What follows belongs to an exercise in optimizing a design on an open flow for small area, a short achievable clock period and few clock cycles per item; a production flow would make more cautious choices. The RTL was checked by simulation tests, not by an equivalence proof against the original design. Power is estimated from default activity; no workload was simulated.

Setup of the reference run:
Design pdc_timewindow, start of the top module:
module pdc_timewindow (
    input  wire         clk,
    input  wire         rst,         
    input  wire         in_valid,
    output wire         in_ready,
    input  wire         op,          
    input  wire [3:0]   n,           
    input  wire [703:0] ts,          
    input  wire [31:0]  tspan,       
    output reg          done,
    output reg          err,
    output reg  [63:0]  result
);
    localparam integer NMAX = 11;
    assign in_ready = 1'b1;
    reg          v0;
    reg          op0;
    reg  [3:0]   n0;
    reg  [703:0] ts0;
    reg  [31:0]  t0;
    always @(posedge clk) begin
        v0  <= in_valid & ~rst;
        op0 <= op;
        n0  <= n;
        ts0 <= ts;
        t0  <= tspan;
    end
    function automatic lt64(input [63:0] x, input [63:0] y);
        reg [63:0] l, g, xs, ys;
        integer w, p;
        begin
            xs = {~x[63], x[62:0]};
            ys = {~y[63], y[62:0]};
            l = ~xs & ys;
            g = xs & ~ys;
            for (w = 32; w >= 1; w = w / 2)
                for (p = 0; p < w; p = p + 1) begin
                    l[p] = l[2*p+1] | (~g[2*p+1] & l[2*p]);
                    g[p] = g[2*p+1] | (~l[2*p+1] & g[2*p]);
                end
            lt64 = l[0];
        end
    endfunction
    reg  [NMAX-1:0] b [0:NMAX-1];
    reg  [NMAX-1:0] blw [0:NMAX-1];              
    reg  [3:0]      rank [0:NMAX-1];
    integer         i, j;
    always @* begin
        for (i = 0; i < NMAX; i = i + 1)
            b[i] = {NMAX{1'b0}};
        for (i = 0; i < NMAX; i = i + 1)
            for (j = i + 1; j < NMAX; j = j + 1)
                b[i][j] = lt64(ts0[64*j +: 64], ts0[64*i +: 64]);
        for (i = 0; i < NMAX; i = i + 1) begin
            blw[i] = {NMAX{1'b0}};
            for (j = 0; j < NMAX; j = j + 1) begin
                if (j > i)      blw[i][j] = b[i][j] & (j < n0);
                else if (j < i) blw[i][j] = ~b[j][i] & (j < n0);
            end
        end
        for (i = 0; i < NMAX; i = i + 1)
            rank[i] = ((({3'd0, blw[i][0]} + {3'd0, blw[i][1]}) + ({3'd0, blw[i][2]} + {3'd0, blw[i][3]})) +
                       (({3'd0, blw[i][4]} + {3'd0, blw[i][5]}) + ({3'd0, blw[i][6]} + {3'd0, blw[i][7]}))) +
  ...
==> flow/config.mk <==
export PLATFORM = sky130hd
export DESIGN_NAME = pdc_timewindow
export DESIGN_NICKNAME = pdc_timewindow
export VERILOG_FILES = /design/flow/design.v
export SDC_FILE = /design/flow/constraint.sdc
export NUM_CORES = 4
export LEC_CHECK = 0
export CAP_MARGIN = 20
export CORE_MARGIN = 2
export CORE_UTILIZATION = 35
export CTS_CLUSTER_DIAMETER = 70
export CTS_CLUSTER_SIZE = 30
export PLACE_DENSITY = 0.5
export SLEW_MARGIN = 20
==> flow/constraint.sdc <==
create_clock -name core_clock -period 25.0 [get_ports {clk}]
set_input_delay 5.0000 -clock core_clock [delete_from_list [all_inputs] [get_ports {clk}]]
set_output_delay 5.0000 -clock core_clock [all_outputs]
set_load 0.01 [all_outputs]
standard.sh (not shown) runs the stock make flow with config.mk's settings and CLKGATE_MAP_FILE= SYNTH_SCRIPT=/design/flow/synth_recipe.tcl, a recipe that flattens the netlist after the stock synthesis.
==> flow/flow/run.sh <==
#!/bin/bash
# The standard layout (standard.sh) with three changes:
#  - synthesis maps with ABC for area (flow/synth.tcl, flow/area.abc);
#  - ports are buffered with sky130_fd_sc_hd__buf_1 (BUFFER_PORTS_ARGS);
#  - timing repair (repair_timing -setup_margin) aims well below the 25 ns
#    constraint, so that the long paths are sized for the period the design can reach.
# The SDC, the clock period and the I/O constraints are the standard flow's own.
# make's full output goes to flow_make.log here; each ORFS step logs under orfs/logs.
set -euo pipefail
here=$(pwd)
margin=$(cat flow/setup_margin)
export FLOW_ABC_SCRIPT="$here/flow/area.abc"
bash standard.sh SYNTH_SCRIPT="$here/flow/synth.tcl" \
    BUFFER_PORTS_ARGS="-buffer_cell sky130_fd_sc_hd__buf_1" \
    SETUP_SLACK_MARGIN="$margin" finish > flow_make.log 2>&1
==> flow/flow/area.abc <==
strash
dch
map -a
topo
stime -c
==> flow/flow/setup_margin <==
18.5
==> flow/flow/synth.tcl <==
# The standard flow's synthesis script (synth_recipe.tcl), with one change: ABC maps for area
# (strash; dch; map -a) instead of ORFS's speed script. Everything else, the -nofsm
# -noshare synth calls, the flattening and the renaming, is the standard flow's own.
proc synth {args} { yosys synth -nofsm -noshare {*}$args }
proc abc {args} {
  set i [lsearch -exact $args -script]
  if {$i >= 0} { lset args [expr {$i + 1}] $::env(FLOW_ABC_SCRIPT) }
  puts "abc (area script): $args"
  yosys abc {*}$args
}
source $::env(SCRIPTS_DIR)/synth.tcl
# left out here: clear keep_hierarchy, flatten, clean up, hide names made inside functions, write 1_2_yosys.v
Testbench counts of the reference run, summed over its fixed seeds: cycles 16,024, items 16,000.
The following lists how the trial run was set up differently from the reference run:
- swapping 20 for 30 in SLEW_MARGIN
- swapping 20 for 40 in CAP_MARGIN
- swapping 70 for 50 in CTS_CLUSTER_DIAMETER
- swapping 30 for 20 in CTS_CLUSTER_SIZE
Findings:
The trial run ended with every stage complete and zero timing, DRC or antenna violations. Upper clock frequency limit (higher): the reference run. ts0[86]$_DFF_P_ as the worst setup path startpoint was reported by the reference run, and ts0[37]$_DFF_P_ by the trial run. The total detailed-routing wirelength was comparable across the reference run and the trial run. Of the reference run and the trial run, the trial run shows the higher proportion of final cell area spent on non-clock buffers, with the reference run below it. In the metrics for the reference run and the trial run, the one carrying the lower net switching power is the reference run. Comparing multi-input gate share of total cell area for the reference run and the trial run, the smaller number came from the trial run. The run showing the smaller worst path setup slack after routing is the trial run.

## re-timing with driven ports
How much do the figures lean on ideal ports? The routed layouts below were timed once more, with nothing changed but the port constraints. Step 1 sets driving cells, clkbuf_16 on the clock port and buf_2 on the other inputs (assumed; they add their load-dependent delay and slew). Step 2 also shifts input and output timing later by t, the mid clock arrival at the registers, as if the neighbouring blocks saw the same clock. Slacks: ideal ports / drivers / drivers and shift; pairs: ideal ports / drivers.
run | shift t [ns] | setup WS [ns] | latest minus earliest clock arrival (ns) | worst register clock-pin slew, ns
the reference run | 1.060 | 18.382 / 18.286 / 18.382 | 0.132 / 0.133 | 0.11 / 0.11
the trial run | 1.074 | 18.306 / 18.292 / 18.306 | 0.139 / 0.139 | 0.08 / 0.08
After both steps setup and hold are still met in every run listed.
